Context: an optimization exercise on an open-source flow, tuned for small area, a short achievable clock period and few clock cycles per item. The choices shown serve that exercise and are no tape-out recipe.
RTL that was checked went through simulation tests only; none was proved equivalent to the original.
Power is estimated from default activity; no workload was simulated.

==> flow/design.v (excerpt) <==
module rdm_responder (
    input  wire        clk,
    input  wire        rst,            
    input  wire [47:0] own_uid,        
    input  wire        rx_valid,
    input  wire [7:0]  rx_data,
    input  wire        rx_last,
    output reg         rx_ready,
    output reg         tx_valid,
    output reg  [7:0]  tx_data,
    output reg         tx_last,
    output reg         tx_break,
    input  wire        tx_ready,
    output reg         mute_line,
    output reg         mute_evt,
    output reg         identify_line,
    output reg         identify_evt
);
clock: 10.0 ns
lec_check: 0
cap_margin: 20
core_margin: 2
core_utilization: 60
cts_cluster_diameter: 70
cts_cluster_size: 24
place_density: 0.75
slew_margin: 20
standard.sh (not shown) runs the stock make flow with config.mk's settings and CLKGATE_MAP_FILE= SYNTH_SCRIPT=/design/flow/synth_recipe.tcl, a recipe that flattens the netlist after the stock synthesis.
==> flow/flow/run.sh <==
#!/bin/bash
# Standard layout (the standard.sh, unchanged), with timing repair asked
# for SETUP_SLACK_MARGIN ns of extra setup slack at the design's own clock,
# and the port buffers made with the plain buf_1 cell.
set -euo pipefail
cd "$(dirname "$0")/.."
export SETUP_SLACK_MARGIN=7.0
export BUFFER_PORTS_ARGS="-buffer_cell sky130_fd_sc_hd__buf_1"
bash standard.sh finish > flow_make.log 2>&1
The starting point passed the timing, DRC and antenna checks.
Next try:
Settings changed: CTS_CLUSTER_DIAMETER 70 to 80, CTS_CLUSTER_SIZE 24 to 30.
Outcome: The new run went through all stages and came out clean; sequential cell count does not change; hold slack improves by 0.014 ns; worst setup slack improved by 0.0051 ns; sequential power stays flat; non-clock buffer count goes up by 15; final cell count barely changes; total power fell by 1.7%.
No run of this note included a check of the RTL's function; only the layout flow was run.

* * *

Another version of the RTL of rdm_responder (not shown whole).
For scale: about 77 I/O pins, roughly 29,000 um2 of cells after synthesis.
make LEC_CHECK=0 CAP_MARGIN=20 CORE_MARGIN=2 CORE_UTILIZATION=40 PLACE_DENSITY=0.6 SLEW_MARGIN=20 finish   # period 10.0 ns
run.sh (not shown) runs the stock make flow with config.mk's settings and CLKGATE_MAP_FILE= SYNTH_SCRIPT=/design/flow/synth_recipe.tcl, a recipe that flattens the netlist after the stock synthesis.
Stock flow here: none of the scripts above is used.
Rerun with:
Settings changed: CAP_MARGIN 20 to 50, CORE_UTILIZATION 40 to 60, PLACE_DENSITY 0.6 to 0.75, SLEW_MARGIN 20 to 50.
Worst hold slack stays flat.
Final area falls slightly.
Worst setup slack improves by 0.20 ns.
Core utilization rises by 23 points.
Routed wire length falls by a few percent.
Via count rises slightly.
No run of this note included a check of the RTL's function; only the layout flow was run.

* * *

== v36 ==
Another version of the RTL of rdm_responder (not shown whole).
Size: roughly 830 flip-flops, about 77 I/O pins.
export LEC_CHECK = 0
export CAP_MARGIN = 20
export CORE_MARGIN = 2
export CORE_UTILIZATION = 60
export CTS_CLUSTER_DIAMETER = 60
export CTS_CLUSTER_SIZE = 36
export PLACE_DENSITY = 0.75
export SLEW_MARGIN = 20
create_clock -name core_clock -period 10.0 [get_ports {clk}]
standard.sh (not shown) runs the stock make flow with config.mk's settings and CLKGATE_MAP_FILE= SYNTH_SCRIPT=/design/flow/synth_recipe.tcl, a recipe that flattens the netlist after the stock synthesis.
Scripts as last shown in full above: flow/flow/run.sh
v36 did not stop at any stage, and its layout met the timing, DRC and antenna checks.
Testbench counts of v36, summed over its fixed seeds: cycles 39,462, requests 1,280.
Changes in v26 relative to v36:
- CTS_CLUSTER_DIAMETER: 60 -> 100
- CTS_CLUSTER_SIZE: 36 -> 24
[summary]
v36 → v26: highest clock frequency the design can meet higher, clock group share of total power lower, layout overhead on the synthesized area lower, final core utilization lower, total length of routed wires roughly the same.
Cmp v26 and v36 / combinational share of power / lower: v36
> inputs changed (v26 -> v46)
- CORE_UTILIZATION now 70, was 60
- CTS_CLUSTER_SIZE now 30, was 24
- PLACE_DENSITY now 0.85, was 0.75
- CTS_CLUSTER_DIAMETER now 80, was 100
--- a/flow/flow/run.sh
+++ b/flow/flow/run.sh
@@ -7 +7 @@
-export SETUP_SLACK_MARGIN=7.0
+export SETUP_SLACK_MARGIN=7.15
==> notes.md <==
Having completed the whole flow, v46 delivered a layout that passed the timing, DRC and antenna checks.
v26 → v46: number of failing setup endpoints in the final timing report level, smallest setup slack after layout fell 0.0075 ns.
Comparing v46 and v26, the higher largest driver fanout on the critical path was measured on v26.
Wire length on met3, v46 vs v26: up by more than a quarter
Sort v46 and v26 by starting utilization of the core area asc -> top: v26
For v9, these inputs were changed with respect to v46:
- setting ABC_AREA to 1 for the first time
--- a/flow/flow/run.sh
+++ b/flow/flow/run.sh
@@ -7 +7 @@
-export SETUP_SLACK_MARGIN=7.15
+export SETUP_SLACK_MARGIN=7.0
Results
Relative to v46, the latest clock arrival within the worst-skew pair of v9 is higher by 0.03 ns.
v9 against v46: number of global-route vias before repair climbed 4.8%; standard-cell row count dropped 1.4%; sequential share of layout area climbed 1.3 points.
Sort v46 and v9 by area growth from synthesis to layout desc -> top: v9
Looking at v46 and v9, the share of the core filled with cells in the final layout is a wash.
v9 against v46: multi-input combinational area share lost 3.8 points, portion of total power attributed to combinational logic picked up an extra 0.8 points, total routed wirelength picked up an extra 1.9 mm.
Between v9 and v46, it is v9 whose hold slack is higher, by 0.011 ns.
In v9, post-route clock period utilization is higher than in v46.

## separate check: timing with driven ports
Ports are ideal in the flow. The routed layouts listed here were re-timed in OpenROAD. Step 1, drivers: a clkbuf_16 drives clk and a buf_2 each remaining input, both assumed. Step 2 adds t to the input delays and takes it off the output delays; t is the mean of the earliest and latest rising clock arrival at the registers after step 1. Input paths then give back, and output paths get back, about the clock's delay inside the block. Three values: ideal, step 1, step 2; two values: the first two.
| run | shift t [ns] | setup slack, ns | worst hold slack (ns) | worst setup path at the end |
|---|---|---|---|---|
| the first run of note 1 | 0.650 | 5.925 / 5.943 / 5.293 | 0.311 / 0.311 / 0.311 | input to register |
| the second run of note 1 | 0.659 | 5.930 / 5.948 / 5.290 | 0.325 / 0.325 / 0.325 | input to register |
| the first run of note 2 | 0.671 | 5.707 / 5.707 / 5.707 | 0.311 / 0.311 / 0.311 | register to register |
| the second run of note 2 | 0.689 | 5.909 / 5.909 / 5.523 | 0.312 / 0.312 / 0.312 | input to register |
| v36 | 0.659 | 6.895 / 6.838 / 6.644 | 0.325 / 0.325 / 0.325 | input to register |
| v26 | 0.641 | 6.912 / 6.876 / 6.502 | 0.318 / 0.318 / 0.318 | input to register |
| v46 | 0.651 | 6.905 / 6.839 / 6.643 | 0.305 / 0.305 / 0.305 | input to register |
| v9 | 0.665 | 6.758 / 6.758 / 6.758 | 0.316 / 0.316 / 0.316 | register to register |
After both steps setup and hold are still met in every run listed. The setup slack of the second run of note 1, which loses most, moves by +0.018 ns with the drivers and by -0.640 ns with both steps.
